This is an optimization exercise on Yosys and OpenROAD, whose aim is small area, a short achievable clock period and few clock cycles per item, not a production implementation.
The RTL was checked by simulation tests, not by an equivalence proof against the original design.
Power figures rest on the tool's default switching activity, not on a simulated workload.

==> flow/design.v <==
module bitpacker (
    input  wire        clk,
    input  wire        rst,           
    input  wire        cmd_valid,
    output wire        cmd_ready,
    input  wire [79:0] cmd_word,
    input  wire        pay_valid,
    output wire        pay_ready,
    input  wire [7:0]  pay_data,
    output reg         rsp_valid,
    output wire [73:0] rsp_word,
    output reg         dst_we,
    output wire [31:0] dst_addr,
    output wire [7:0]  dst_data
);
    localparam [1:0] ST_OK = 2'd0, ST_OVERFLOW = 2'd1, ST_UNDERFLOW = 2'd2,
                     ST_ILLEGAL = 2'd3;
    wire [3:0]  i_opc = cmd_word[79:76];
    wire        i_e   = cmd_word[75];
    wire [2:0]  i_z   = cmd_word[74:72];
    wire [7:0]  i_cnt = cmd_word[71:64];
    wire [31:0] i_dh  = cmd_word[63:32];
    wire [31:0] i_dl  = cmd_word[31:0];
    wire i_z0    = (i_z == 3'd0);
    wire i_dh0   = (i_dh == 32'd0);
    wire i_dl0   = (i_dl == 32'd0);
    wire i_base  = !i_e && i_z0 && (i_cnt == 8'd0);
    wire i_le32  = (i_cnt <= 8'd32);
    wire i_le64  = (i_cnt <= 8'd64);
    wire i_init  = ((i_opc == 4'h1) && i_base && i_dh0) || ((i_opc == 4'h2) && i_base);
    wire i_reset = (i_opc == 4'h3) && i_base && i_dh0 && i_dl0;
    wire i_put   = ((i_opc == 4'h4) && i_z0 && i_le32 && i_dh0) ||
                   ((i_opc == 4'h5) && i_z0 && i_le64);
    wire i_flush = (i_opc == 4'h6) && i_base && i_dh0 && i_dl0;
    wire i_wrb   = (i_opc == 4'h7) && i_base && i_dh0;
    wire i_pos   = (i_opc == 4'h8) && i_base && i_dh0 && i_dl0;
    wire i_rem   = (i_opc == 4'h9) && i_base && i_dh0 && i_dl0;
    wire i_tail  = (i_opc == 4'hA) && i_base && i_dh0 && i_dl0;
    wire i_ill   = !(i_init || i_reset || i_put || i_flush || i_wrb || i_pos || i_rem || i_tail);
    wire       i_big = (i_opc == 4'h5) && !i_le32;
    wire [5:0] i_nhi = (i_cnt[6]) ? 6'd32 : {1'b0, i_cnt[4:0]};    
    wire [5:0] i_n0  = i_big ? (i_e ? 6'd32 : i_nhi) : i_cnt[5:0];
    wire [5:0] i_n1  = i_e ? i_nhi : 6'd32;
    wire       i_swp = i_big && !i_e;
    reg [63:0] cache;
    reg [6:0]  fill;
    reg [31:0] index;
    reg [31:0] len;
    reg        c_valid;
    reg        c_init, c_reset, c_put, c_flush, c_wrb, c_pos, c_rem, c_tail, c_ill;
    reg        c_e, c_big;
    reg [5:0]  c_n, c_n2;
    reg [31:0] c_dl, c_dh;
    reg [1:0]  c_ph;         
    reg [2:0]  fcnt;         
    reg        c_skip;       
    reg [31:0] db;
    reg [1:0]  wcnt;         
    reg        adv;          
    reg [1:0]  st;
    reg        gv0, gv1;
    reg [2:0]  npend;        
    reg [2:0]  nbefore;      
    assign dst_addr = index;
    assign dst_data = db[31:24];
    assign rsp_word = {st, 4'd0, c_dl & {32{gv1}}, c_n[3:0] & {4{gv0}}, c_dh & {32{gv0}}};
    function [31:0] mask32;
        input [5:0] n;
        begin
            mask32 = (n >= 6'd32) ? 32'hFFFF_FFFF : ((32'd1 << n) - 32'd1);
        end
    endfunction
    function [31:0] le32;
        input [5:0]  n;
        input [31:0] v;
        reg   [31:0] m, s, hi, lo;
        reg   [5:0]  a;
        reg   [2:0]  r;
        begin
            m  = v & mask32(n);
            s  = {m[7:0], m[15:8], m[23:16], m[31:24]};
            a  = {n[5:3], 3'b000};
            r  = n[2:0];
            hi = (a == 6'd0) ? 32'd0 : (s >> (6'd32 - a));
            lo = (r == 3'd0) ? 32'd0 : ((s >> (6'd24 - a)) & mask32({3'b000, r}));
            le32 = (hi << r) | lo;
        end
    endfunction
    wire [32:0] room   = {1'b0, len} - {1'b0, index} - {32'd0, adv};
    wire        r_neg  = room[32];
    wire [31:0] ins_m  = c_e ? le32(c_n, c_dl) : (c_dl & mask32(c_n));
    wire [6:0]  fsum   = fill + {1'b0, c_n};
    wire        drain  = fsum > 7'd64;
    wire [6:0]  ins_sh = (drain ? 7'd96 : 7'd64) - fsum;
    wire [63:0] ins_c  = (drain ? {cache[31:0], 32'd0} : cache) | ({32'd0, ins_m} << ins_sh);
    wire        dok    = !r_neg && (room[31:2] != 30'd0);
    wire [3:0]  f8     = fill[6:3];
    wire        fpart  = (fill[2:0] != 3'd0);
    wire        r_big  = (room[31:4] != 28'd0);
    wire        f_ovf  = r_neg || (!r_big && (room[3:0] < f8 + {3'd0, fpart}));
    wire [3:0]  f_nb   = r_neg ? 4'd0 : (!r_big && room[3:0] < f8) ? room[3:0] : f8;
    wire [1:0]  f_st   = f_ovf ? ST_OVERFLOW : fpart ? ST_UNDERFLOW : ST_OK;
    wire [31:0] cons   = index + {28'd0, f8} + {31'd0, adv};
    wire [35:0] pos    = {cons, fill[2:0]};
    wire [32:0] rmf    = room - {29'd0, f8};
    wire [35:0] rem8   = {rmf, 3'b000} - {33'd0, fill[2:0]};
    wire [35:0] rem_v  = rem8[35] ? 36'd0 : rem8;
    wire        t_clip = rmf[32];
    wire [31:0] tail_c = t_clip ? len : cons;
    wire [31:0] tail_l = t_clip ? 32'd0 : rmf[31:0];
    wire quiet    = (wcnt == 2'd0);
    wire idle_rsp = (npend == 3'd0);
    wire p_go     = c_valid && c_put && (!drain || quiet) && (c_big || npend != 3'd7);
    wire p_ld     = p_go && drain && dok;
    wire p_done   = p_go && !c_big;
    wire g_init   = c_valid && (c_init || c_reset) && quiet && npend != 3'd7;
    wire g_q      = c_valid && (c_pos || c_rem || c_tail || c_ill) && quiet && idle_rsp;
    wire g_fw     = c_valid && (c_flush || c_wrb) && quiet && idle_rsp;
    wire f_start  = g_fw && (c_ph == 2'd0);
    wire f_move   = (f_start && f_nb != 4'd0) || (g_fw && c_ph == 2'd1);
    wire f_last   = (f_start && f_nb <= 4'd1) || (g_fw && c_ph == 2'd1 && fcnt == 3'd1);
    wire pay_ph   = g_fw && (c_ph == 2'd2);
    wire pay_any  = (c_dl != 32'd0);
    assign pay_ready = pay_ph && pay_any;
    wire take     = pay_ready && pay_valid;
    wire wr_ok    = !r_neg && (room[31:0] != 32'd0);
    wire w_done   = pay_ph && (!pay_any || (take && c_dl == 32'd1));
    wire fl_done  = c_flush && f_last;
    wire wr_end   = w_done;
    wire triv     = p_done || g_init;
    wire c_done   = p_done || g_init || g_q || (g_fw && (fl_done || w_done));
    wire c_holds  = c_pos || c_rem || c_tail || c_wrb;
    assign cmd_ready = !c_valid || (c_done && !c_holds);
    wire accept   = cmd_valid && cmd_ready;
    wire [3:0] tot   = {1'b0, npend} + {3'd0, triv};
    wire       rel   = p_ld ? (npend != 3'd0)
                            : (tot != 4'd0) && (nbefore != 3'd0 || wcnt <= 2'd1);
    always @(posedge clk) begin
        if (rst) begin
            cache   <= 64'd0;
            fill    <= 7'd0;
            index   <= 32'd0;
            len     <= 32'd0;
            c_valid <= 1'b0;
            c_ph    <= 2'd0;
            wcnt    <= 2'd0;
            adv     <= 1'b0;
            dst_we  <= 1'b0;
            rsp_valid <= 1'b0;
            npend   <= 3'd0;
            nbefore <= 3'd0;
            gv0     <= 1'b0;
            gv1     <= 1'b0;
            st      <= ST_OK;
        end else begin
            rsp_valid <= 1'b0;
            gv0 <= 1'b0;
            gv1 <= 1'b0;
            npend <= tot[2:0] - {2'd0, rel};
            if (p_ld)
                nbefore <= npend - {2'd0, rel};
            else if (rel && nbefore != 3'd0)
                nbefore <= nbefore - 3'd1;
            if (rel) begin
                rsp_valid <= 1'b1;
                st <= ST_OK;
            end
            adv    <= 1'b0;
            dst_we <= 1'b0;
            if (p_ld) begin
                db     <= cache[63:32];
                wcnt   <= 2'd3;
                adv    <= 1'b1;
                dst_we <= 1'b1;
            end else if (wcnt != 2'd0) begin
                db     <= {db[23:0], 8'd0};
                wcnt   <= wcnt - 2'd1;
                adv    <= 1'b1;
                dst_we <= 1'b1;
            end else if (f_move) begin
                db[31:24] <= cache[63:56];
                adv    <= 1'b1;
                dst_we <= 1'b1;
            end else if (take && !c_skip) begin
                db[31:24] <= pay_data;
                adv    <= 1'b1;
                dst_we <= wr_ok;
            end
            index <= index + {31'd0, adv} + ((p_go && drain && !dok) ? 32'd4 : 32'd0);
            if (p_go) begin
                cache <= ins_c;
                fill  <= drain ? fsum - 7'd32 : fsum;
                if (c_big) begin
                    c_big <= 1'b0;
                    c_n   <= c_n2;
                    c_dl  <= c_dh;
                end
            end
            if (g_init) begin
                cache <= 64'd0;
                fill  <= 7'd0;
                index <= 32'd0;
                if (c_init)
                    len <= c_dl;
            end
            if (g_q) begin
                rsp_valid <= 1'b1;
                st  <= c_ill ? ST_ILLEGAL : ST_OK;
                gv0 <= !c_ill;
                gv1 <= c_tail;
                if (c_pos) begin
                    c_dh <= pos[31:0];
                    c_n[3:0] <= pos[35:32];
                end
                if (c_rem) begin
                    c_dh <= rem_v[31:0];
                    c_n[3:0] <= rem_v[35:32];
                end
                if (c_tail) begin
                    c_dh <= tail_c;
                    c_dl <= tail_l;
                    c_n[3:0] <= 4'd0;
                end
            end
            if (f_start) begin
                st <= f_st;
                c_skip <= (f_st != ST_OK);
                fcnt <= f_nb[2:0] - 3'd1;
            end
            if (f_move) begin
                cache <= {cache[55:0], 8'd0};
                fill  <= fill - 7'd8;
                if (!f_start)
                    fcnt <= fcnt - 3'd1;
            end
            if (g_fw && c_ph == 2'd0)
                c_ph <= f_last ? 2'd2 : 2'd1;
            else if (g_fw && c_ph == 2'd1 && fcnt == 3'd1)
                c_ph <= 2'd2;
            if (fl_done) begin
                rsp_valid <= 1'b1;
                if (f_start)
                    st <= f_st;
            end
            if (take) begin
                c_dl <= c_dl - 32'd1;
                if (!c_skip && wr_ok)
                    c_dh <= c_dh + 32'd1;
                if (!c_skip && !wr_ok)
                    st <= ST_OVERFLOW;
            end
            if (w_done) begin
                rsp_valid <= 1'b1;
                gv0 <= 1'b1;
            end
            if (c_done)
                c_valid <= 1'b0;
            if (accept) begin
                c_valid <= 1'b1;
                c_init  <= i_init;
                c_reset <= i_reset;
                c_put   <= i_put;
                c_flush <= i_flush;
                c_wrb   <= i_wrb;
                c_pos   <= i_pos;
                c_rem   <= i_rem;
                c_tail  <= i_tail;
                c_ill   <= i_ill;
                c_e     <= i_e;
                c_big   <= i_put && i_big;
                c_n     <= i_n0;
                c_n2    <= i_n1;
                c_dl    <= i_swp ? i_dh : i_dl;
                c_dh    <= i_swp ? i_dl : i_dh;
                c_ph    <= 2'd0;
            end
        end
    end
endmodule
==> flow/run.sh <==
#!/bin/bash
# synth_recipe.tcl (not shown) runs the flow's synth.tcl, then flattens the netlist and writes it again
# the make line also repeats each setting of config.mk as NAME=value (left out here)
make -C /OpenROAD-flow-scripts/flow DESIGN_CONFIG=/design/flow/config.mk WORK_HOME=/design/flow/orfs CLKGATE_MAP_FILE= SYNTH_SCRIPT=/design/flow/synth_recipe.tcl finish
==> flow/config.mk <==
export PLATFORM = sky130hd
export DESIGN_NAME = bitpacker
export DESIGN_NICKNAME = bitpacker
export VERILOG_FILES = /design/flow/design.v
export SDC_FILE = /design/flow/constraint.sdc
export NUM_CORES = 4
export LEC_CHECK = 0
export CAP_MARGIN = 20
export CORE_MARGIN = 2
export CORE_UTILIZATION = 40
export SLEW_MARGIN = 20
==> flow/constraint.sdc <==
create_clock -name core_clock -period 10.0 [get_ports {clk}]
set_input_delay 2.0000 -clock core_clock [delete_from_list [all_inputs] [get_ports {clk}]]
set_output_delay 2.0000 -clock core_clock [all_outputs]
set_load 0.01 [all_outputs]
==> results of run 1 <==
worst max-delay path: stages, from the launching register on:
cell and delay (ps):
dfxtp_1 360, inv_1 110, fa_1 580, inv_1 50
ha_1 190, o21ai_1 350, nand2_1 110, xor2_1 300
ha_1 360, o21ai_0 140, or3b_2 550, a2111oi_2 300
buf_4 200, nand2_1 100, or4_1 570, nor3_1 250
and4_2 420, nand2_1 90, o211ai_1 150, ha_1 320
nor2_1 100, nor3_1 190, o21ai_0 170, nand2b_1 130
and2_1 220, clkdlybuf4s50_1 560
per-layer routing:
metal  vias up  GRT usage (%)  share of wire (%)  wire, um
li1      16011              -                  -         -
met1     17227           43.8                 38     57300
met4         0           23.4                7.7     11600
met5         -              0                  0         0
met2      2063           57.5                 45     68300
met3       484           5.53                8.6     13000
state kept, by name, summed over array words and instances, names as in the netlist, 2 cells and up, named ones only:
signal / count
cache: 64
c_dh: 32
c_dl: 32
db: 32
index: 32
len: 32
fill: 7
c_n2: 6
c_n: 6
nbefore: 3
npend: 3
c_ph: 2
fcnt: 2
st: 2
wcnt: 2
final cells by class:
type | instances | share of cell area, %
diodes | 3 | 0.0212
clock buffers | 56 | 3.07
clock inverters | 9 | 0.254
inverters | 172 | 1.83
multi-input cells | 3525 | 64.1
flip-flops and latches | 276 | 19.1
well taps | 1040 | 3.67
repair buffers | 311 | 8.03
cell families after synthesis:
| kind of cell | count (synthesis) | share of synthesized area [%] |
|---|---|---|
| and+or+nand+nor | 1739 | 27.0 |
| AOI/OAI and AO/OA | 1324 | 29.1 |
| buffers and inverters | 530 | 6.63 |
| DFF | 276 | 21.5 |
| xor gates and xnor gates | 183 | 5.11 |
| muxes | 158 | 5.77 |
| adders and majority gates | 117 | 4.81 |
| other | 1 | 0.0120 |
power by group:
| part | switching (mW) | internal [mW] | total (mW) | leakage, nW |
|---|---|---|---|---|
| clock network | 0.586 | 0.756 | 1.34 | 0.568 |
| logic | 5.89 | 2.85 | 8.74 | 10.0 |
| registers | 0.325 | 1.45 | 1.78 | 2.42 |
| total | 6.80 | 5.06 | 11.9 | 13.0 |
final timing paths:
kind | start | endpoint | slack [ps] | cells after the start
worst max-delay path | index[0]$_SDFF_PP0_ | cmd_ready | 550 | 25
worst min-delay path | len[22]$_SDFFE_PP0P_ | len[22]$_SDFFE_PP0P_ | 460 | 2
worst max register to register | index[0]$_SDFF_PP0_ | cache[31]$_SDFFE_PP0P_ | 1900 | 24
worst min register to register | len[22]$_SDFFE_PP0P_ | len[22]$_SDFFE_PP0P_ | 460 | 2
placed cells by master (no fill, tap or decap), types with 33 or more instances in the layout:
| cell | netlist | layout |
|---|---|---|
| nor2_1 | 356 | 355 |
| a21oi_1 | 262 | 260 |
| nor3_1 | 102 | 101 |
| and3_1 | 81 | 81 |
| or3_1 | 44 | 44 |
| inv_1 | 169 | 167 |
| nand4_1 | 36 | 36 |
| edfxtp_1 | 123 | 123 |
| o21ai_0 | 242 | 241 |
| dfxtp_1 | 153 | 153 |
| ha_1 | 111 | 111 |
| a31oi_1 | 72 | 72 |
| a21o_1 | 41 | 40 |
| o22ai_1 | 45 | 45 |
| nor4_1 | 61 | 61 |
| o211ai_1 | 81 | 81 |
| nand2_1 | 588 | 587 |
| nand3_1 | 161 | 161 |
| xnor2_1 | 113 | 108 |
| a211oi_1 | 85 | 84 |
| clkdlybuf4s50_1 | 0 | 204 |
| clkbuf_16 | 0 | 38 |
| xor2_1 | 70 | 68 |
| and2_1 | 126 | 125 |
| o221ai_1 | 33 | 33 |
| mux2i_1 | 111 | 111 |
| o31ai_1 | 56 | 55 |
| buf_4 | 13 | 107 |
==> flow_summary.toml, run 1 <==
[run_status]
status = "no timing/DRC/antenna violations"

[power]
p_total_mw = 11.9
peakVddDrop_v = 0.000250
leakage_nw = 13.0
p_per_area_mw_per_mm2 = 335

[final_layout]
regArea_mm2 = 0.00676
finalInstanceArea_mm2 = 0.0354
num-nets-final = 4531
fill_cells = 8148
utilization_pct = 45.7
multiInputGateArea_mm2 = 0.0227
area_growth_pct = 13.0
final_cells = 5392
drive_above_1_share_pct = 7.56

[floorplanning]
die_y_um = 284
initial_utilization_pct = 40.4
io_pins = 210
rows = 102
die_x_um = 284
core_mm2 = 0.0776
dieArea_mm2 = 0.0806

[clock_tree]
cts.clk_slew.worst_paths_ps = 60
cts_buffers = 36
root_buffer = "clkbuf_16"
cts.sinks = 276
post_cts_buffers = 0
clkLatencyLatePin_ps = 600
max-clock-path-buffers = 3
htree_levels = 2
cts_resized = 0
holdBufCountCts = 0
cts_tree = "yes"

[critical_path]
worstPathArrival_ps = 7450
crit_type = "flop to primary output"
cp-start-kind = "flop"
crit_fanout = 7
cp.required_ps = 8000
cp-end-kind = "primary output"

[placed_design]
placed_area_mm2 = 0.0343
post-place-ws_ps = 1180
gp_congestion = 1.02
io_buffers = 205
hpwl_um = 113000
dp_cells = 5324

[global_routing]
grt_max_degree = 69
track_usage_pct = 35.6
grt_pass1_vias = 33170
grt-ovfl-total = 0
grt_pass1_wl_um = 220000
antenna_found_initial = 3

[logic_synthesis]
synth_edf_count = 123
synth_seq_area_share_pct = 21.5
synth_common_cells = "nand2_1 (588), nor2_1 (356), clkbuf_1 (290), a21oi_1 (262), o21ai_0 (242)"
syn_area_per_cell_um2 = 7.24
synth_cell_type_count = 115
ys.flop_type = "dfxtp_1"
synth_top_area_share_pct = 11.8
synthArstFlopShare_pct = 0
synth_area_leaders = "edfxtp_1 (12%), dfxtp_1 (9.8%), nand2_1 (7.0%)"
yosys_warnings = 1
ys_seq_elements = 276
synth_cells = 4328
synth_top_area_cell = "edfxtp_1"
yosysMostFrequentCell = "nand2_1"
synth_area_mm2 = 0.0314

[timing]
drv_slew = 0
worst_slew_pin_slew_ps = 1320
finalCriticalPeriod_ps = 9450
setup_tns_ps = 0
fmax_ghz = 0.106
rsz0062_at_grt = "no"
hold_viol_final = 0
setup_ws_ps = 550
clock_skew_ps = 34.0
finalCritPeriodShare_pct = 94.5
setup_violations = 0
slew_headroom_pct = 12.0
holdWs_ps = 459

[routing]
wirelength_um = 150000
drc = 0
dr_total_vias = 35785
drt_iter0_markers = 4578
antenna_left = 0
viasPerCell = 6.64
avgRoutedWirePerCell_um = 27.9
drt-pass1-iter-count = 9

[hold_path]
min_path_type = "flop to flop"

[job]
drv_cap = 0
Testbench counts, summed over its fixed seeds: cycles 55,261, cmds 24,000.
==> run 2: changes to the inputs <==
--- a/flow/design.v
+++ b/flow/design.v
@@ -46,6 +46,7 @@
     reg [6:0]  fill;
     reg [31:0] index;
     reg [31:0] len;
+    reg [32:0] room;
     reg        c_valid;
     reg        c_init, c_reset, c_put, c_flush, c_wrb, c_pos, c_rem, c_tail, c_ill;
     reg        c_e, c_big;
@@ -86,35 +87,34 @@
             le32 = (hi << r) | lo;
         end
     endfunction
-    wire [32:0] room   = {1'b0, len} - {1'b0, index} - {32'd0, adv};
     wire        r_neg  = room[32];
+    wire        r_big  = (room[31:4] != 28'd0);
     wire [31:0] ins_m  = c_e ? le32(c_n, c_dl) : (c_dl & mask32(c_n));
     wire [6:0]  fsum   = fill + {1'b0, c_n};
     wire        drain  = fsum > 7'd64;
     wire [6:0]  ins_sh = (drain ? 7'd96 : 7'd64) - fsum;
     wire [63:0] ins_c  = (drain ? {cache[31:0], 32'd0} : cache) | ({32'd0, ins_m} << ins_sh);
-    wire        dok    = !r_neg && (room[31:2] != 30'd0);
+    wire        dok    = !r_neg && (room[31:2] != 30'd0);    
     wire [3:0]  f8     = fill[6:3];
     wire        fpart  = (fill[2:0] != 3'd0);
-    wire        r_big  = (room[31:4] != 28'd0);
-    wire        f_ovf  = r_neg || (!r_big && (room[3:0] < f8 + {3'd0, fpart}));
+    wire [3:0]  c8     = f8 + {3'd0, fpart};
+    wire        f_ovf  = r_neg || (!r_big && (room[3:0] < c8));
     wire [3:0]  f_nb   = r_neg ? 4'd0 : (!r_big && room[3:0] < f8) ? room[3:0] : f8;
     wire [1:0]  f_st   = f_ovf ? ST_OVERFLOW : fpart ? ST_UNDERFLOW : ST_OK;
-    wire [31:0] cons   = index + {28'd0, f8} + {31'd0, adv};
+    wire [32:0] cons   = {1'b0, index} + {29'd0, f8};
+    wire [32:0] sub    = room - {29'd0, (c_rem ? c8 : f8)};
+    wire        s_neg  = sub[32];
     wire [35:0] pos    = {cons, fill[2:0]};
-    wire [32:0] rmf    = room - {29'd0, f8};
-    wire [35:0] rem8   = {rmf, 3'b000} - {33'd0, fill[2:0]};
-    wire [35:0] rem_v  = rem8[35] ? 36'd0 : rem8;
-    wire        t_clip = rmf[32];
-    wire [31:0] tail_c = t_clip ? len : cons;
-    wire [31:0] tail_l = t_clip ? 32'd0 : rmf[31:0];
+    wire [35:0] rem_v  = s_neg ? 36'd0 : {sub, 3'd0 - fill[2:0]};
+    wire [31:0] tail_c = s_neg ? len : cons[31:0];
+    wire [31:0] tail_l = s_neg ? 32'd0 : sub[31:0];
     wire quiet    = (wcnt == 2'd0);
     wire idle_rsp = (npend == 3'd0);
     wire p_go     = c_valid && c_put && (!drain || quiet) && (c_big || npend != 3'd7);
     wire p_ld     = p_go && drain && dok;
     wire p_done   = p_go && !c_big;
     wire g_init   = c_valid && (c_init || c_reset) && quiet && npend != 3'd7;
-    wire g_q      = c_valid && (c_pos || c_rem || c_tail || c_ill) && quiet && idle_rsp;
+    wire g_q      = c_valid && (c_pos || c_rem || c_tail || c_ill) && quiet && idle_rsp && !adv;
     wire g_fw     = c_valid && (c_flush || c_wrb) && quiet && idle_rsp;
     wire f_start  = g_fw && (c_ph == 2'd0);
     wire f_move   = (f_start && f_nb != 4'd0) || (g_fw && c_ph == 2'd1);
@@ -123,7 +123,7 @@
     wire pay_any  = (c_dl != 32'd0);
     assign pay_ready = pay_ph && pay_any;
     wire take     = pay_ready && pay_valid;
-    wire wr_ok    = !r_neg && (room[31:0] != 32'd0);
+    wire wr_ok    = !r_neg && (room[31:0] != 32'd0);      
     wire w_done   = pay_ph && (!pay_any || (take && c_dl == 32'd1));
     wire fl_done  = c_flush && f_last;
     wire wr_end   = w_done;
@@ -141,6 +141,7 @@
             fill    <= 7'd0;
             index   <= 32'd0;
             len     <= 32'd0;
+            room    <= 33'd0;
             c_valid <= 1'b0;
             c_ph    <= 2'd0;
             wcnt    <= 2'd0;
@@ -187,6 +188,10 @@
                 dst_we <= wr_ok;
             end
             index <= index + {31'd0, adv} + ((p_go && drain && !dok) ? 32'd4 : 32'd0);
+            if (p_go && drain)
+                room <= room - 33'd4;
+            else if (f_move || (take && !c_skip))
+                room <= room - 33'd1;
             if (p_go) begin
                 cache <= ins_c;
                 fill  <= drain ? fsum - 7'd32 : fsum;
@@ -200,8 +205,11 @@
                 cache <= 64'd0;
                 fill  <= 7'd0;
                 index <= 32'd0;
-                if (c_init)
-                    len <= c_dl;
+                if (c_init) begin
+                    len  <= c_dl;
+                    room <= {1'b0, c_dl};
+                end else
+                    room <= {1'b0, len};
             end
             if (g_q) begin
                 rsp_valid <= 1'b1;
--- a/flow/config.mk
+++ b/flow/config.mk
@@ -5,6 +5,7 @@
 export SDC_FILE = /design/flow/constraint.sdc
 export NUM_CORES = 4
 export LEC_CHECK = 0
+export ABC_AREA = 1
 export CAP_MARGIN = 20
 export CORE_MARGIN = 2
 export CORE_UTILIZATION = 40
==> run 2 against run 1 <==
Effect of this change: wire length decreased by 7.1%; still clean; largest cell class unchanged; critical path type unchanged; clock power increased by 7%; via count decreased by 2.4%.
==> flow_summary.toml, run 2 <==
[placed_design]
gp_congestion = 0.999
hpwl_um = 106000
placed_area_mm2 = 0.0320
io_buffers = 205

[final_layout]
final_cell_mix = "nand2_1 (1111), nand3_1 (668), inv_1 (493), o21ai_0 (428), nor2_1 (403)"
largest_register = "cache"
fill_cells = 7821
num-nets-final = 4998
area_growth_pct = 12.6
mostFrequentLayoutCell = "nand2_1"
finalInstanceArea_mm2 = 0.0333
drive_above_1_share_pct = 5.17
largest_register_ffs = 64
top_regs = "cache (64), room (33)"

[logic_synthesis]
synth_cell_type_count = 67
synth_edf_count = 123
synth_top_area_share_pct = 14.1
synth_top_area_cell = "nand2_1"
yosys_warnings = 1
synth_common_cells = "nand2_1 (1112), nand3_1 (668), inv_1 (495), o21ai_0 (428), nor2_1 (408)"
syn_area_per_cell_um2 = 6.10
ys_seq_elements = 309
synthArstFlopShare_pct = 0
synth_seq_area_share_pct = 25.1
synth_area_mm2 = 0.0295
yosysMostFrequentCell = "nand2_1"
synth_area_leaders = "nand2_1 (14%), dfxtp_1 (13%), edfxtp_1 (13%)"
ys.flop_type = "dfxtp_1"
synth_cells = 4843

[global_routing]
grt-ovfl-total = 0
grt_pass1_vias = 32515
grt_pass1_wl_um = 206000
antenna_found_initial = 2
track_usage_pct = 35.8
grt_max_degree = 79

[critical_path]
crit_type = "flop to primary output"
cp-start-kind = "flop"
cp-end-kind = "primary output"
path_cells = "ha_1, buf_4, inv_1, ha_1, nand3_1, nor2_1, a21oi_4, buf_4, nand2_1, nand2_1, o21ai_1, nor3_2, o31ai_4, clkdlybuf4s50_1"
max_stage_delay_ps = 790
critPathBufInv = 4
r2r_start = "fill[1]$_SDFFE_PP0P_"
worstPathArrival_ps = 5110
crit_fanout = 69
cp_slowest_cell = "inv_1"
critical_path.top_delay_family = "buffers and inverters"
critPathLaunch = "c_n[0]$_DFFE_PN_"
cp.required_ps = 8000

[routing]
antenna_left = 0
wirelength_um = 139000
drt_iter0_markers = 4183
drt-pass1-iter-count = 19
drc = 0
viasPerCell = 5.99
dr_total_vias = 34944
avgRoutedWirePerCell_um = 23.9

[timing]
fmax_ghz = 0.141
clock_skew_ps = 41.3
finalCritPeriodShare_pct = 71.1
rsz0062_at_grt = "no"
holdWs_ps = 472
drv_slew = 0
finalCriticalPeriod_ps = 7110
worst_slew_pin_slew_ps = 1110
setup_violations = 0
setup_tns_ps = 0
slew_headroom_pct = 26.2
hold_viol_final = 0

[floorplanning]
io_pins = 210
dieArea_mm2 = 0.0761
die_x_um = 276
die_y_um = 276
rows = 99
core_mm2 = 0.0731
initial_utilization_pct = 40.4

[clock_tree]
max-clock-path-buffers = 3
post_cts_buffers = 0
cts_resized = 0
htree_levels = 2
cts.clk_slew.worst_paths_ps = 60
cts_buffers = 39
holdBufCountCts = 0
cts.sinks = 309
clkLatencyLatePin_ps = 600
root_buffer = "clkbuf_16"
cts_tree = "yes"

[run_status]
status = "no timing/DRC/antenna violations"

[power]
p_per_area_mw_per_mm2 = 312
leakage_nw = 14.2
peakVddDrop_v = 0.000269

[hold_path]
min_path_type = "flop to flop"
hp-start = "cache[7]$_SDFFE_PP0P_"

[job]
drv_cap = 0
[run 2: changes by cell type after synthesis, sizes merged, moves of 78 or more]
cell / delta
and3: -78
xnor2: -89
inv: +347
and2: -121
o21ai: +223
clkbuf: -98
mux2i: -108
nand2: +548
nand3: +515
[run 2: cell type report]
type | instances | area, um2 | share of cell area, %
diodes | 1 | 2.50 | 0.00752
clock buffers | 54 | 1150 | 3.45
clock inverters | 18 | 108 | 0.323
inverters | 525 | 1980 | 5.94
multi-input cells | 3707 | 18900 | 56.8
flip-flops and latches | 309 | 7420 | 22.3
well taps | 959 | 1200 | 3.61
repair buffers | 265 | 2520 | 7.57
[run 2: per-layer routing]
layer | wire length (um) | track usage, % | vias to the layer above
li1 | - | - | 16400
met1 | 55200 | 44.4 | 16461
met2 | 64200 | 59.0 | 1660
met3 | 10500 | 5.29 | 421
met4 | 9520 | 20.9 | 2
met5 | 13 | 0 | -
[run 2: worst min-delay path, delay by kind of cell, from the launching register on]
| kind | cells | cell delay, ps |
|---|---|---|
| flops | 1 | 310 |
| simple gates | 1 | 60 |
| compound gates | 1 | 50 |
[run 2: cells by family after synthesis]
kind of cell,Yosys count,share of synthesized area [%]
and+or+nand+nor,2471,36.8
muxes,3,0.102
buffers and inverters,830,11.2
DFF,309,25.1
AOI/OAI and AO/OA,1020,19.7
adders and majority gates,59,2.57
other,1,0.0127
xor gates and xnor gates,150,4.45
[run 2: final timing paths]
| check | slack, ps | to | cells past startpoint |
|---|---|---|---|
| setup / recovery | 2890 | cmd_ready | 14 |
| hold / removal | 470 | cache[7]$_SDFFE_PP0P_ | 2 |
| setup reg to reg | 3480 | c_dh[27]$_DFFE_PN_ | 27 |
| hold reg to reg | 470 | cache[7]$_SDFFE_PP0P_ | 2 |
[run 2: report_power, final]
part	switching (mW)	leakage, nW	internal [mW]
combinational	4.87	10.9	2.05
clock	0.631	0.625	0.805
sequential	0.386	2.71	1.63
[run 2: per-stage QoR]
step | instances | setup WS [ps] | power, mW | utilization [%]
floorplan | 4846 | 4880 | 6.59 | -
global placement | 5764 | 3540 | 8.78 | 43.8
detailed placement | 5764 | 3530 | 8.76 | 43.8
CTS | 5836 | 2890 | 10.2 | 45.5
global route | 5837 | 2580 | 11.1 | 45.5
finish | 5838 | 2890 | 10.4 | 45.5
Testbench counts of run 2, summed over its fixed seeds: cycles 55,663, cmds 24,000.
==> run 3: changes to the inputs <==
--- a/flow/design.v
+++ b/flow/design.v
@@ -53,6 +53,7 @@
     reg [5:0]  c_n, c_n2;
     reg [31:0] c_dl, c_dh;
     reg [1:0]  c_ph;         
+    reg [7:0]  sh;           
     reg [2:0]  fcnt;         
     reg        c_skip;       
     reg [31:0] db;
@@ -91,8 +92,8 @@
     wire        r_big  = (room[31:4] != 28'd0);
     wire [31:0] ins_m  = c_e ? le32(c_n, c_dl) : (c_dl & mask32(c_n));
     wire [6:0]  fsum   = fill + {1'b0, c_n};
-    wire        drain  = fsum > 7'd64;
-    wire [6:0]  ins_sh = (drain ? 7'd96 : 7'd64) - fsum;
+    wire        drain  = sh[7];
+    wire [6:0]  ins_sh = drain ? {2'b00, sh[4:0]} : sh[6:0];
     wire [63:0] ins_c  = (drain ? {cache[31:0], 32'd0} : cache) | ({32'd0, ins_m} << ins_sh);
     wire        dok    = !r_neg && (room[31:2] != 30'd0);    
     wire [3:0]  f8     = fill[6:3];
@@ -101,18 +102,23 @@
     wire        f_ovf  = r_neg || (!r_big && (room[3:0] < c8));
     wire [3:0]  f_nb   = r_neg ? 4'd0 : (!r_big && room[3:0] < f8) ? room[3:0] : f8;
     wire [1:0]  f_st   = f_ovf ? ST_OVERFLOW : fpart ? ST_UNDERFLOW : ST_OK;
-    wire [32:0] cons   = {1'b0, index} + {29'd0, f8};
-    wire [32:0] sub    = room - {29'd0, (c_rem ? c8 : f8)};
+    wire        q_any  = c_pos || c_rem || c_tail;
+    wire        q_idx  = c_valid && q_any && !adv;
+    wire [3:0]  xi     = q_idx ? f8 : {1'b0, nw_drain, 1'b0, adv};
+    wire [32:0] idx_s  = {1'b0, index} + {29'd0, xi};
+    wire [3:0]  yr     = q_any ? (c_rem ? c8 : f8) : (p_go && drain) ? 4'd4 : 4'd1;
+    wire [32:0] sub    = room - {29'd0, yr};
     wire        s_neg  = sub[32];
-    wire [35:0] pos    = {cons, fill[2:0]};
+    wire [35:0] pos    = {idx_s, fill[2:0]};
     wire [35:0] rem_v  = s_neg ? 36'd0 : {sub, 3'd0 - fill[2:0]};
-    wire [31:0] tail_c = s_neg ? len : cons[31:0];
+    wire [31:0] tail_c = s_neg ? len : idx_s[31:0];
     wire [31:0] tail_l = s_neg ? 32'd0 : sub[31:0];
     wire quiet    = (wcnt == 2'd0);
     wire idle_rsp = (npend == 3'd0);
     wire p_go     = c_valid && c_put && (!drain || quiet) && (c_big || npend != 3'd7);
     wire p_ld     = p_go && drain && dok;
     wire p_done   = p_go && !c_big;
+    wire nw_drain = p_go && drain && !dok;
     wire g_init   = c_valid && (c_init || c_reset) && quiet && npend != 3'd7;
     wire g_q      = c_valid && (c_pos || c_rem || c_tail || c_ill) && quiet && idle_rsp && !adv;
     wire g_fw     = c_valid && (c_flush || c_wrb) && quiet && idle_rsp;
@@ -132,6 +138,10 @@
     wire c_holds  = c_pos || c_rem || c_tail || c_wrb;
     assign cmd_ready = !c_valid || (c_done && !c_holds);
     wire accept   = cmd_valid && cmd_ready;
+    wire [6:0] fill_nx = g_init ? 7'd0 :
+                         p_go   ? (drain ? fsum - 7'd32 : fsum) :
+                         f_move ? fill - 7'd8 : fill;
+    wire [5:0] n_nx    = accept ? i_n0 : (p_go && c_big) ? c_n2 : c_n;
     wire [3:0] tot   = {1'b0, npend} + {3'd0, triv};
     wire       rel   = p_ld ? (npend != 3'd0)
                             : (tot != 4'd0) && (nbefore != 3'd0 || wcnt <= 2'd1);
@@ -139,6 +149,7 @@
         if (rst) begin
             cache   <= 64'd0;
             fill    <= 7'd0;
+            sh      <= 8'd64;
             index   <= 32'd0;
             len     <= 32'd0;
             room    <= 33'd0;
@@ -154,6 +165,7 @@
             gv1     <= 1'b0;
             st      <= ST_OK;
         end else begin
+            sh <= 8'd64 - {1'b0, fill_nx} - {2'b00, n_nx};
             rsp_valid <= 1'b0;
             gv0 <= 1'b0;
             gv1 <= 1'b0;
@@ -187,11 +199,10 @@
                 adv    <= 1'b1;
                 dst_we <= wr_ok;
             end
-            index <= index + {31'd0, adv} + ((p_go && drain && !dok) ? 32'd4 : 32'd0);
-            if (p_go && drain)
-                room <= room - 33'd4;
-            else if (f_move || (take && !c_skip))
-                room <= room - 33'd1;
+            if (!q_idx)
+                index <= idx_s[31:0];
+            if ((p_go && drain) || f_move || (take && !c_skip))
+                room <= sub;
             if (p_go) begin
                 cache <= ins_c;
                 fill  <= drain ? fsum - 7'd32 : fsum;
==> run 3 against run 2 <==
Effect of this change: global-route usage down 1.7 points; non-clock buffer count down 4; synthesized area down 2.1%; critical endpoint unchanged; largest cell class unchanged.
==> flow_summary.toml, run 3 <==
[floorplanning]
initial_utilization_pct = 40.5
die_y_um = 273
io_pins = 210
die_x_um = 273
dieArea_mm2 = 0.0745
rows = 98
core_mm2 = 0.0715

[final_layout]
largest_register = "cache"
fill_cells = 7563
drive_above_1_share_pct = 5.62
antenna_cells = 0
mostFrequentLayoutCell = "nand2_1"
top_regs = "cache (64), room (33)"
num-nets-final = 4828
area_growth_pct = 12.7
largest_register_ffs = 64
final_cell_mix = "nand2_1 (1044), nand3_1 (612), inv_1 (573), nor2_1 (376), o21ai_0 (358)"

[critical_path]
crit_type = "flop to primary output"
cp_common_cell = "inv_1"
path_cells = "inv_1, ha_1, nand2_1, inv_1, nand2_1, nor2_1, inv_2, nand2_2, buf_4, inv_1, o21ai_0, nor3_2, o31ai_2, clkdlybuf4s50_1"
max_stage_delay_ps = 820
cp-end-kind = "primary output"
cp-start-kind = "flop"
cp_slowest_cell = "nor2_1"
cp.required_ps = 8000
critical_path.top_delay_family = "buffers and inverters"
critPathBufInv = 6
crit_fanout = 62
worstPathArrival_ps = 5400
reg2reg_setup_slack_ps = 2940

[clock_tree]
max-clock-path-buffers = 3
holdBufCountCts = 0
cts.clk_slew.worst_paths_ps = 60
cts_resized = 0
root_buffer = "clkbuf_16"
clkLatencyLatePin_ps = 580
htree_levels = 2
cts_tree = "yes"
cts_buffers = 38
post_cts_buffers = 0
cts.sinks = 317

[power]
leakage_nw = 14.2
peakVddDrop_v = 0.000293
p_per_area_mw_per_mm2 = 332

[routing]
dr_total_vias = 33828
drt-pass1-iter-count = 8
wirelength_um = 130000
drc = 0
viasPerCell = 5.99
drt_iter0_markers = 5091
antenna_left = 0
avgRoutedWirePerCell_um = 23.0

[logic_synthesis]
syn_area_per_cell_um2 = 6.18
synth_common_cells = "nand2_1 (1048), nand3_1 (612), inv_1 (575), nor2_1 (381), o21ai_0 (358)"
synth_area_mm2 = 0.0289
ys.flop_type = "dfxtp_1"
synth_cells = 4681
synth_top_area_share_pct = 13.6
synth_area_leaders = "nand2_1 (14%), dfxtp_1 (13%), edfxtp_1 (13%)"
synth_cell_type_count = 70
synth_edf_count = 123
yosysMostFrequentCell = "nand2_1"
synth_seq_area_share_pct = 26.2
ys_seq_elements = 317
yosys_warnings = 1
synth_top_area_cell = "nand2_1"
synthArstFlopShare_pct = 0

[global_routing]
grt_max_degree = 102
antenna_found_initial = 4
grt_pass1_wl_um = 195000
gr-max-usage-layer = "met2"
grt-ovfl-total = 0
grt_util_met1_pct = 47.9
met2_usage_pct = 50.1
grt_use_met3_pct = 7.52
track_usage_pct = 34.0
grt_pass1_vias = 30528

[placed_design]
gp_congestion = 1.05
io_buffers = 205
hpwl_um = 98400

[timing]
clock_skew_ps = 30.6
slew_headroom_pct = 22.5
worst_slew_pin_slew_ps = 1160
hold_viol_final = 0
setup_violations = 0
fmax_ghz = 0.135
setup_tns_ps = 0
finalCritPeriodShare_pct = 74.0
holdWs_ps = 468
drv_slew = 0
finalCriticalPeriod_ps = 7400
rsz0062_at_grt = "no"

[hold_path]
min_path_type = "flop to flop"

[run_status]
status = "no timing/DRC/antenna violations"

[job]
drv_cap = 0
## run 3: changes by cell type after synthesis, moves of 18 or more
cell	delta
a21oi_1	-27
nand3_1	-56
inv_1	+80
o211ai_1	+24
nor3_1	-19
o21ai_0	-70
a211oi_1	-18
nand2_1	-64
buf_2	+19
o22ai_1	+41
xor2_1	-43
nor2_1	-27
## run 3: cell families (layout without fill, tap and decap cells)
group,after synthesis,in the layout,synth area share (%)
buf+inv,909,926,12.5
other cells,1,4,0.0130
mux,1,1,0.0346
compound gates,961,961,19.2
xor+xnor,109,109,3.30
simple gates,2319,2319,35.8
fa+ha+maj,64,64,2.87
flops,317,317,26.2
## run 3: metal layers
metal  wire (um)  part of all wire (%)
met2       54200                    42
met5          28                 0.022
met3       15700                    12
met4        6080                   4.7
met1       54300                    42
## run 3: cell type report
| type | count | area [um2] | area share, % |
|---|---|---|---|
| Tap cell | 950 | 1190 | 3.65 |
| Clock inverter | 20 | 253 | 0.776 |
| Multi-Input combinational cell | 3458 | 17800 | 54.5 |
| Sequential cell | 317 | 7580 | 23.3 |
| Timing Repair Buffer | 261 | 2480 | 7.62 |
| Inverter | 596 | 2240 | 6.87 |
| Clock buffer | 49 | 1080 | 3.33 |
## run 3: power breakdown
| group | total [mW] | internal [mW] | switching, mW |
|---|---|---|---|
| combinational | 7.21 | 2.06 | 5.15 |
| sequential | 2.07 | 1.68 | 0.395 |
| clock | 1.52 | 0.919 | 0.605 |
## run 3: worst reg2reg max path, delay by kind of cell (launching register included)
family | cells | cell delay, ps
AO/OA/AOI/OAI | 5 | 950
XOR/XNOR | 1 | 330
adder cells (fa/ha/maj) | 1 | 410
buffers and inverters | 5 | 2110
flip-flops | 1 | 320
AND/OR/NAND/NOR | 17 | 2670
## run 3: stage by stage
stage                     setup slack, ps  instance area, um2  power [mW]  std cells  util [%]
after detailed placement             3140               31200        8.95       5581      43.7
after floorplan                      4930               28900        6.51       4684         -
final                                2600               32600        10.8       5651      45.6
after CTS                            2740               32600        10.5       5650      45.6
after global placement               3220               31200        8.96       5581      43.7
after global routing                 2230               32600        11.4       5651      45.6
## run 3: path summary, 6_finish.rpt
kind,from,cells after the start,to
worst max-delay path,wcnt[1]$_SDFFE_PP0N_,14,cmd_ready
worst min-delay path,len[25]$_SDFFE_PP0P_,2,len[25]$_SDFFE_PP0P_
worst max register to register,c_rem$_DFFE_PP_,29,c_dh[29]$_DFFE_PN_
worst min register to register,len[25]$_SDFFE_PP0P_,2,len[25]$_SDFFE_PP0P_
Testbench counts of run 3, summed over its fixed seeds: cycles 55,663, cmds 24,000.
==> run 4: changes to the inputs <==
--- a/flow/design.v
+++ b/flow/design.v
@@ -136,12 +136,16 @@
     wire triv     = p_done || g_init;
     wire c_done   = p_done || g_init || g_q || (g_fw && (fl_done || w_done));
     wire c_holds  = c_pos || c_rem || c_tail || c_wrb;
-    assign cmd_ready = !c_valid || (c_done && !c_holds);
+    assign cmd_ready = !c_valid ||
+                       (c_put && !c_big && (!drain || quiet) && npend != 3'd7) ||
+                       ((c_init || c_reset) && quiet && npend != 3'd7) ||
+                       (c_ill && quiet && idle_rsp && !adv) ||
+                       (c_flush && quiet && idle_rsp && c_ph == 2'd1 && fcnt == 3'd1);
     wire accept   = cmd_valid && cmd_ready;
     wire [6:0] fill_nx = g_init ? 7'd0 :
                          p_go   ? (drain ? fsum - 7'd32 : fsum) :
                          f_move ? fill - 7'd8 : fill;
-    wire [5:0] n_nx    = accept ? i_n0 : (p_go && c_big) ? c_n2 : c_n;
+    wire [5:0] n_nx    = cmd_ready ? i_n0 : (p_go && c_big) ? c_n2 : c_n;
     wire [3:0] tot   = {1'b0, npend} + {3'd0, triv};
     wire       rel   = p_ld ? (npend != 3'd0)
                             : (tot != 4'd0) && (nbefore != 3'd0 || wcnt <= 2'd1);
@@ -274,8 +278,9 @@
             end
             if (c_done)
                 c_valid <= 1'b0;
-            if (accept) begin
+            if (accept)
                 c_valid <= 1'b1;
+            if (cmd_ready) begin
                 c_init  <= i_init;
                 c_reset <= i_reset;
                 c_put   <= i_put;
--- a/flow/config.mk
+++ b/flow/config.mk
@@ -9,4 +9,5 @@
 export CAP_MARGIN = 20
 export CORE_MARGIN = 2
 export CORE_UTILIZATION = 40
+export SETUP_SLACK_MARGIN = 5
 export SLEW_MARGIN = 20
==> run 4 against run 3 <==
Effect of this change: highest routed layer unchanged; core utilization increased by 1.9 points; worst hold slack got worse by 2.9 ps; clock power down 7%; via count up 1.4%; final area increased by 2.5%.
==> flow_summary.toml, run 4 <==
[floorplanning]
io_pins = 210
core_mm2 = 0.0703
rows = 97
dieArea_mm2 = 0.0733
die_x_um = 271
die_y_um = 271
initial_utilization_pct = 40.5

[critical_path]
crit_fanout = 8
cp.required_ps = 8000
cp-end-kind = "primary output"
worstPathArrival_ps = 2900
cp-start-kind = "flop"
crit_type = "flop to primary output"
timing.reg2reg.worst_path_depth = 33

[clock_tree]
cts_tree = "yes"
clkLatencyLatePin_ps = 580
max-clock-path-buffers = 3
cts_buffers = 38
root_buffer = "clkbuf_16"
cts.sinks = 317
holdBufCountCts = 0
htree_levels = 2
cts.clk_slew.worst_paths_ps = 60

[timing]
hold_viol_final = 0
worst_slew_pin_slew_ps = 1140
setup_ws_ps = 5100
slew_headroom_pct = 24.1
clock_skew_ps = 34.5
finalCritPeriodShare_pct = 49.0
setup_tns_ps = 0
setup_violations = 0
finalCriticalPeriod_ps = 4900
rsz0062_at_grt = "yes"
fmax_ghz = 0.204
drv_slew = 0

[logic_synthesis]
ys.flop_type = "dfxtp_1"
synth_edf_count = 123
ys_seq_elements = 317
synth_top_area_share_pct = 13.7
synth_cell_type_count = 69
synth_area_leaders = "dfxtp_1 (14%), nand2_1 (13%), edfxtp_1 (13%)"
synth_cells = 4622
synth_area_mm2 = 0.0284
synth_common_cells = "nand2_1 (1010), nand3_1 (607), inv_1 (558), nor2_1 (364), o21ai_0 (345)"
synthArstFlopShare_pct = 0
yosysMostFrequentCell = "nand2_1"
synth_top_area_cell = "dfxtp_1"
syn_area_per_cell_um2 = 6.15
synth_seq_area_share_pct = 26.6
yosys_warnings = 1

[global_routing]
antenna_found_initial = 6
grt_pass1_vias = 30444
grt_max_degree = 74
grt-ovfl-total = 0
grt_pass1_wl_um = 198000
track_usage_pct = 35.2

[routing]
wl_met2_um = 53200
drt_iter0_markers = 5170
dr_total_vias = 34311
wl_met3_um = 18600
top_layer = "met5"
drt-pass1-iter-count = 8
viasPerCell = 6.07
wirelength_um = 135000
antenna_left = 0
drc = 0
wl_met1_um = 55800
avgRoutedWirePerCell_um = 23.9

[final_layout]
final_cell_mix = "nand2_1 (997), nand3_1 (595), inv_1 (551), o21ai_0 (335), nor2_1 (333)"
drive_above_1_share_pct = 7.63
num-nets-final = 4833
area_growth_pct = 17.4
mostFrequentLayoutCell = "nand2_1"
utilization_pct = 47.5
top_regs = "cache (64), room (33)"
largest_register = "cache"
largest_register_ffs = 64

[power]
leakage_nw = 14.2
peakVddDrop_v = 0.000161
p_per_area_mw_per_mm2 = 314

[job]
drv_cap = 0

[run_status]
status = "no timing/DRC/antenna violations"

[placed_design]
gp_congestion = 1.06
io_buffers = 205
hpwl_um = 98300
post-place-ws_ps = 2640

[hold_path]
min_path_type = "flop to flop"
min_path_cells = 2
run 4: cell count changes in the layout (fill, tap and decap cells not counted), sizes merged, moves of 16 or more:
cell	change
nor2	-30
nor3	+18
a21oi	+71
a41oi	+16
xor2	-16
o21ai	-20
buf	+52
nand2	-50
run 4: layout make-up:
cell class / instances / area [um2]
clock inverters: 13 / 65.1
clock buffers: 56 / 1160
inverters: 583 / 2290
repair buffers: 319 / 3200
flip-flops and latches: 317 / 7580
fillers: 7268 / 36900
diodes: 5 / 12.5
well taps: 940 / 1180
multi-input cells: 3418 / 17900
run 4: metrics by stage:
stage / hold WS (ps) / total power [mW] / area, um2 / std cells
3_5_place_dp: 454 / 8.31 / 30800 / 5517
3_3_place_gp: 448 / 8.30 / 30800 / 5517
5_1_grt: 478 / 11.1 / 33400 / 5647
6_report: 465 / 10.5 / 33400 / 5651
4_1_cts: 462 / 9.90 / 32600 / 5604
2_1_floorplan: 441 / 6.21 / 28500 / 4625
run 4: cell families (layout without fill, tap and decap cells):
kind of cell,after synthesis,in the layout,share of synthesized area [%]
compound gates,1023,1023,20.8
mux,1,1,0.0396
simple gates,2236,2238,34.6
xor+xnor,88,88,2.71
buf+inv,892,971,12.3
other cells,1,9,0.0132
fa+ha+maj,64,64,2.92
flops,317,317,26.6
run 4: worst paths after layout:
path	end	startpoint	slack [ps]
worst max-delay path	pay_ready	c_dl[15]$_DFFE_PN_	5100
worst min-delay path	len[12]$_SDFFE_PP0P_	len[12]$_SDFFE_PP0P_	460
worst max register to register	c_dh[28]$_DFFE_PN_	c_rem$_DFFE_PP_	5260
worst min register to register	len[12]$_SDFFE_PP0P_	len[12]$_SDFFE_PP0P_	460
run 4: power breakdown:
part           internal [mW]  switching (mW)  total, mW
logic                   2.15            4.76       6.91
clock network          0.806           0.612       1.42
registers               1.72           0.438       2.15
total                   4.67            5.81       10.5
run 4: routing by layer:
metal  up-vias  GRT usage, %
li1      15760             -
met3       399          10.8
met2      2278          48.4
met1     15866          49.4
met5         -          1.05
met4         8          16.2
run 4: repair_timing:
action / in CTS / in global routing
resized for setup: 71 / 111
pin swaps: 7 / 22
setup endpoints to repair: 213 / 143
cloned: 3 / 5
buffers inserted: 15 / 37
run 4: worst max-delay path, cell delays in order, from the launching register on:
cell             delay, ps
edfxtp_1               730
nor2_1                 200
inv_1                   60
nor2_1                 200
inv_1                  100
nor3_2                 290
a31oi_2                230
clkdlybuf4s50_1        530
Testbench counts of run 4, summed over its fixed seeds: cycles 55,951, cmds 24,000.
==> run 5: changes to the inputs <==
--- a/flow/design.v
+++ b/flow/design.v
@@ -41,7 +41,6 @@
     wire [5:0] i_nhi = (i_cnt[6]) ? 6'd32 : {1'b0, i_cnt[4:0]};    
     wire [5:0] i_n0  = i_big ? (i_e ? 6'd32 : i_nhi) : i_cnt[5:0];
     wire [5:0] i_n1  = i_e ? i_nhi : 6'd32;
-    wire       i_swp = i_big && !i_e;
     reg [63:0] cache;
     reg [6:0]  fill;
     reg [31:0] index;
@@ -90,7 +89,8 @@
     endfunction
     wire        r_neg  = room[32];
     wire        r_big  = (room[31:4] != 28'd0);
-    wire [31:0] ins_m  = c_e ? le32(c_n, c_dl) : (c_dl & mask32(c_n));
+    wire [31:0] ins_v  = (c_big && !c_e) ? c_dh : c_dl;
+    wire [31:0] ins_m  = c_e ? le32(c_n, ins_v) : (ins_v & mask32(c_n));
     wire [6:0]  fsum   = fill + {1'b0, c_n};
     wire        drain  = sh[7];
     wire [6:0]  ins_sh = drain ? {2'b00, sh[4:0]} : sh[6:0];
@@ -213,7 +213,8 @@
                 if (c_big) begin
                     c_big <= 1'b0;
                     c_n   <= c_n2;
-                    c_dl  <= c_dh;
+                    if (c_e)
+                        c_dl <= c_dh;
                 end
             end
             if (g_init) begin
@@ -294,8 +295,8 @@
                 c_big   <= i_put && i_big;
                 c_n     <= i_n0;
                 c_n2    <= i_n1;
-                c_dl    <= i_swp ? i_dh : i_dl;
-                c_dh    <= i_swp ? i_dl : i_dh;
+                c_dl    <= i_dl;
+                c_dh    <= i_dh;
                 c_ph    <= 2'd0;
             end
         end
==> run 5 against run 4 <==
Effect of this change: via count is 2.5% lower; clock power barely moved; fmax shrank 0.77%; total power is 0.63% higher; first-iteration DRC count is 9.5% lower; global-route usage is 1.2 points lower; critical path depth is 1 higher; clock skew down 3.6 ps; final cell count is 0.94% lower; synthesized area shrank 0.38%; critical endpoint unchanged; highest routed layer unchanged.
==> flow_summary.toml, run 5 <==
[logic_synthesis]
ys_seq_elements = 317
yosys_warnings = 1
synth_edf_count = 123
synth_area_leaders = "dfxtp_1 (14%), nand2_1 (14%), edfxtp_1 (13%)"
synth_common_cells = "nand2_1 (1025), nand3_1 (588), inv_1 (533), nor2_1 (347), o21ai_0 (304)"
synth_seq_area_share_pct = 26.7
synth_area_mm2 = 0.0283
synth_cells = 4537
yosysMostFrequentCell = "nand2_1"
synthArstFlopShare_pct = 0
ys.flop_type = "dfxtp_1"
synth_cell_type_count = 69
synth_top_area_cell = "dfxtp_1"
synth_top_area_share_pct = 13.7
syn_area_per_cell_um2 = 6.25

[timing]
finalCritPeriodShare_pct = 49.4
clock_skew_ps = 30.9
holdWs_ps = 466
rsz0062_at_grt = "yes"
finalCriticalPeriod_ps = 4940
slew_headroom_pct = 12.3
setup_violations = 0
worst_slew_pin_slew_ps = 1300
hold_viol_final = 0
drv_slew = 0
fmax_ghz = 0.202
setup_tns_ps = 0

[floorplanning]
dieArea_mm2 = 0.0730
rows = 97
initial_utilization_pct = 40.5
die_y_um = 270
die_x_um = 270
io_pins = 210
core_mm2 = 0.0700

[global_routing]
track_usage_pct = 33.9
grt-ovfl-total = 0
grt_max_degree = 73
grt_pass1_wl_um = 192000
antenna_found_initial = 6
grt_pass1_vias = 29876

[clock_tree]
htree_levels = 2
cts.clk_slew.worst_paths_ps = 60
cts_tree = "yes"
clkLatencyLatePin_ps = 580
max-clock-path-buffers = 3
root_buffer = "clkbuf_16"
cts.sinks = 317
cts_buffers = 39

[final_layout]
num-nets-final = 4784
final_cell_mix = "nand2_1 (1015), nand3_1 (583), inv_1 (521), nor2_1 (322), o21ai_0 (298)"
top_regs = "cache (64), room (33)"
largest_register = "cache"
area_growth_pct = 17.4
mostFrequentLayoutCell = "nand2_1"
drive_above_1_share_pct = 9.17
largest_register_ffs = 64

[routing]
wirelength_um = 131000
viasPerCell = 5.98
drc = 0
dr_total_vias = 33462
drt_iter0_markers = 4681
antenna_left = 0
avgRoutedWirePerCell_um = 23.4
drt-pass1-iter-count = 7

[critical_path]
worstPathArrival_ps = 2940
crit_fanout = 6
cp-end-kind = "primary output"
r2r_start = "room[20]$_SDFFE_PP0P_"
critPathLaunch = "c_dl[16]$_DFFE_PN_"
crit_type = "flop to primary output"
cp-start-kind = "flop"
cp.required_ps = 8000

[placed_design]
gp_congestion = 1.06
io_buffers = 205
hpwl_um = 95800

[power]
peakVddDrop_v = 0.000183
leakage_nw = 14.4
p_per_area_mw_per_mm2 = 317

[job]
drv_cap = 0

[hold_path]
min_path_type = "flop to flop"
hp-start = "cache[4]$_SDFFE_PP0P_"

[run_status]
status = "no timing/DRC/antenna violations"
==> run 5: per-layer routing <==
layer	up-vias	global-route usage, %	wire, um
met5	-	0	22
li1	15482	-	-
met2	2170	47.7	52500
met3	294	8.64	16800
met1	15512	49.0	55600
met4	4	13.5	5860
==> run 5: cell type report <==
cell class,count,area [um2]
Fill cell,7407,36800
Multi-Input combinational cell,3373,17800
Sequential cell,317,7580
Timing Repair Buffer,336,3250
Inverter,560,2150
Tap cell,940,1180
Clock buffer,59,1170
Clock inverter,11,91.3
Timing Repair inverter,1,5.00
Antenna cell,1,2.50
==> run 5: per-stage QoR <==
step / worst slack [ps] / utilization [%] / power (mW) / instance area [um2] / std cells
floorplan: 5360 / - / 6.38 / 28300 / 4540
global placement: 3380 / 43.9 / 8.43 / 30700 / 5449
detailed placement: 3260 / 43.9 / 8.43 / 30700 / 5449
CTS: 5000 / 46.4 / 10.0 / 32500 / 5554
global route: 4900 / 47.5 / 11.1 / 33300 / 5597
finish: 5060 / 47.5 / 10.5 / 33300 / 5598
==> run 5: critical path, stage by stage, from the launching register on <==
cell and delay, ps:
edfxtp_1 570, nor4_4 250, nand2_2 140, inv_1 100, nand4_1 70, buf_4 170
or3_4 390, and2_1 190, clkdlybuf4s50_1 490
==> run 5: where the power goes <==
group          switching, mW  internal, mW  leakage (nW)  total, mW
clock                  0.610         0.836         0.607       1.45
sequential             0.432          1.72          2.77       2.15
combinational           4.77          2.18          11.0       6.95
total                   5.81          4.73          14.4       10.5
==> run 5: path summary, 6_finish.rpt <==
check                           slack [ps]                     to  cells past startpoint
worst max register to register        5190       sh[6]$_SDFF_PP1_                     29
worst max-delay path                  5060              pay_ready                      8
worst min-delay path                   470  cache[4]$_SDFFE_PP0P_                      2
worst min register to register         470  cache[4]$_SDFFE_PP0P_                      2
==> run 5: kinds of logic after synthesis <==
group	Yosys count	synth area share, %
AOI/OAI and AO/OA	956	19.6
xor gates and xnor gates	102	3.15
adders and majority gates	64	2.93
buffers and inverters	851	12.0
DFF	317	26.7
other	1	0.0132
and+or+nand+nor	2246	35.5
==> run 5: timing repair <==
action	CTS	global route
buffers inserted	33	39
gates resized for setup	59	109
pin swaps	7	28
hold buffers	0	0
cloned	2	4
hold endpoints to repair	0	0
setup endpoints to repair	179	121
Testbench counts of run 5, summed over its fixed seeds: cycles 55,951, cmds 24,000.
==> run 6: changes to the inputs <==
--- a/flow/config.mk
+++ b/flow/config.mk
@@ -8,6 +8,6 @@
 export ABC_AREA = 1
 export CAP_MARGIN = 20
 export CORE_MARGIN = 2
-export CORE_UTILIZATION = 40
+export CORE_UTILIZATION = 65
 export SETUP_SLACK_MARGIN = 5
 export SLEW_MARGIN = 20
==> run 6 against run 5 <==
Effect of this change: total power rose by 1.3%; still clean on timing, DRC and antenna; register-to-register slack got worse by 480 ps; critical path type unchanged; die area fell by 38%; critical endpoint is now cmd_ready; sequential share of layout area rose by 0.43 points; highest routed layer unchanged; largest cell class unchanged.
==> flow_summary.toml, run 6 <==
[run_status]
status = "no timing/DRC/antenna violations"

[critical_path]
crit_type = "flop to primary output"
worstPathArrival_ps = 3310
crit_fanout = 17
cp-end-kind = "primary output"
cp-start-kind = "flop"
cp.required_ps = 8000

[final_layout]
drive_above_1_share_pct = 8.60
largest_register_ffs = 64
area_growth_pct = 15.2
top_regs = "cache (64), room (33)"
num-nets-final = 4766
final_cell_mix = "nand2_1 (1017), nand3_1 (582), inv_1 (522), nor2_1 (327), a21oi_1 (295)"
mostFrequentLayoutCell = "nand2_1"
largest_register = "cache"

[timing]
setup_tns_ps = 0
fmax_ghz = 0.188
drv_slew = 0
worst_slew_pin_slew_ps = 1100
slew_headroom_pct = 26.1
rsz0062_at_grt = "yes"
hold_viol_final = 0
finalCritPeriodShare_pct = 53.1
setup_violations = 0
clock_skew_ps = 47.1
setup_ws_ps = 4690
finalCriticalPeriod_ps = 5310

[logic_synthesis]
syn_area_per_cell_um2 = 6.25
synth_seq_area_share_pct = 26.7
ys_seq_elements = 317
synth_cell_type_count = 69
synth_top_area_cell = "dfxtp_1"
synth_common_cells = "nand2_1 (1025), nand3_1 (588), inv_1 (533), nor2_1 (347), o21ai_0 (304)"
yosys_warnings = 1
synth_cells = 4537
synth_edf_count = 123
synth_top_area_share_pct = 13.7
ys.flop_type = "dfxtp_1"
synthArstFlopShare_pct = 0
yosysMostFrequentCell = "nand2_1"
synth_area_leaders = "dfxtp_1 (14%), nand2_1 (14%), edfxtp_1 (13%)"
synth_area_mm2 = 0.0283

[floorplanning]
io_pins = 210
dieArea_mm2 = 0.0453
die_x_um = 213
die_y_um = 213
rows = 76
initial_utilization_pct = 65.8
core_mm2 = 0.0431

[clock_tree]
clkLatencyLatePin_ps = 610
cts.sinks = 317
cts_tree = "yes"
root_buffer = "clkbuf_16"
htree_levels = 2
holdBufCountCts = 0
max-clock-path-buffers = 3
cts_buffers = 37
cts.clk_slew.worst_paths_ps = 70

[global_routing]
track_usage_pct = 51.8
grt_pass1_vias = 30972
grt_max_degree = 90
grt-ovfl-total = 0
grt_pass1_wl_um = 180000
antenna_found_initial = 5

[routing]
drc = 0
drt-pass1-iter-count = 11
viasPerCell = 6.84
antenna_left = 0
avgRoutedWirePerCell_um = 23.9
dr_total_vias = 35747
drt_iter0_markers = 7904
wirelength_um = 125000

[placed_design]
hpwl_um = 85300
gp_congestion = 1.13
post-place-ws_ps = 3520
io_buffers = 205

[power]
p_clk_share_pct = 13.3
seqPwrFrac_pct = 20.3
intPower_mw = 4.74
p_per_area_mw_per_mm2 = 327
swShare_pct = 55.7
peakVddDrop_v = 0.000218
p_switching_mw = 5.94
power_frac_comb_pct = 66.4
leakage_nw = 14.3

[hold_path]
min_path_type = "flop to flop"

[job]
drv_cap = 0
==> run 6: cell count changes in the layout (fill, tap and decap cells not counted), sizes merged <==
cell,delta
diode,+5
nand2,+2
bufinv,+3
clkinvlp,-4
inv,+5
clkbuf,-17
clkdlybuf4s50,+1
dlymetal6s2s,+1
buf,-18
clkinv,+8
==> run 6: kinds of logic after synthesis <==
| kind of cell | Yosys count | synth area share [%] |
|---|---|---|
| AO/OA/AOI/OAI | 956 | 19.6 |
| XOR/XNOR | 102 | 3.15 |
| adder cells (fa/ha/maj) | 64 | 2.93 |
| buffers and inverters | 851 | 12.0 |
| flip-flops | 317 | 26.7 |
| other | 1 | 0.0132 |
| AND/OR/NAND/NOR | 2246 | 35.5 |
==> run 6: worst max-delay path, cell delays in order, from the launching register on <==
cell and delay (ps):
dfxtp_1 670, nand2_1 170, a21oi_1 190, o21ai_0 170, buf_4 270, o21ai_4 230
a31oi_4 100, nand2_8 180, buf_12 180, clkdlybuf4s50_1 560
==> run 6: path summary, 6_finish.rpt <==
kind / startpoint / depth (start not counted) / slack (ps) / to
setup / recovery: c_valid$_SDFFE_PP0P_ / 9 / 4690 / cmd_ready
hold / removal: cache[4]$_SDFFE_PP0P_ / 2 / 470 / cache[4]$_SDFFE_PP0P_
setup reg to reg: fill[5]$_SDFFE_PP0P_ / 23 / 4710 / sh[7]$_SDFF_PP0_
hold reg to reg: cache[4]$_SDFFE_PP0P_ / 2 / 470 / cache[4]$_SDFFE_PP0P_
==> run 6: stage by stage <==
step | util [%] | total power, mW | hold slack, ps | area [um2] | cells
after floorplan | - | 6.38 | 441 | 28300 | 4540
after global placement | 70.3 | 8.09 | 450 | 30300 | 5092
after detailed placement | 70.3 | 8.17 | 456 | 30300 | 5092
after CTS | 73.9 | 9.72 | 465 | 31800 | 5173
after global routing | 75.8 | 11.1 | 477 | 32600 | 5225
final | 75.8 | 10.7 | 466 | 32700 | 5229
==> run 6: per-layer routing <==
metal	up-vias	part of all wire, %	track usage [%]
met5	-	0.044	0
met4	4	9.5	34.2
met3	939	17	16.3
met2	3476	40	75.4
met1	15860	34	66.1
li1	15468	-	-
==> run 6: power by group through the flow <==
stage / clock, mW / sequential [mW] / combinational (mW)
finish: 1.42 / 2.17 / 7.09
global route: 1.44 / 2.16 / 7.51
CTS: 1.38 / 2.10 / 6.24
detailed placement: 0 / 2.12 / 6.04
global placement: 0 / 2.12 / 5.97
floorplan: 0 / 1.96 / 4.42
==> run 6: what timing repair did <==
item / CTS / global route
setup endpoints to repair: 165 / 130
buffers inserted: 9 / 47
gates resized for setup: 57 / 103
pin swaps: 3 / 22
gates cloned: 5 / 3
==> run 6: area by class of cell <==
| cell class | count | area (um2) |
|---|---|---|
| clock buffer | 45 | 966 |
| timing repair inverter | 2 | 10.0 |
| tap | 585 | 732 |
| antenna | 6 | 15.0 |
| multi-input combinational | 3375 | 17900 |
| sequential | 317 | 7580 |
| timing repair buffer | 317 | 3080 |
| inverter | 560 | 2140 |
| fill | 3431 | 10400 |
| clock inverter | 22 | 235 |

## what the ideal ports hide
In the flow no input, the clock included, has a driving cell. The finished layouts below were timed again as built, in two steps.
Step 1 sets driving cells, clkbuf_16 on the clock port and buf_2 on the other inputs (assumed; they add their load-dependent delay and slew).
Step 2 also shifts input and output timing later by t, the mid clock arrival at the registers, as if the neighbouring blocks saw the same clock.
Slacks: ideal ports / drivers / drivers and shift; pairs: ideal ports / drivers.
run	t (ns)	setup WS [ns]	latest minus earliest clock arrival (ns)	worst data-port slew with drivers (ns)
run 1	0.650	0.550 / 0.485 / 1.135	0.034 / 0.034	0.06
run 2	0.645	2.889 / 2.825 / 3.452	0.041 / 0.041	0.06
run 3	0.623	2.598 / 2.535 / 2.936	0.030 / 0.031	0.05
run 4	0.631	5.099 / 5.031 / 4.573	0.034 / 0.035	0.06
run 5	0.625	5.061 / 4.997 / 4.493	0.031 / 0.031	0.07
run 6	0.643	4.688 / 4.627 / 4.496	0.048 / 0.047	0.09
After both steps every run listed still meets setup and hold. For run 5, which loses most, drivers alone change the setup slack by -0.064 ns; drivers and shift together by -0.568 ns.
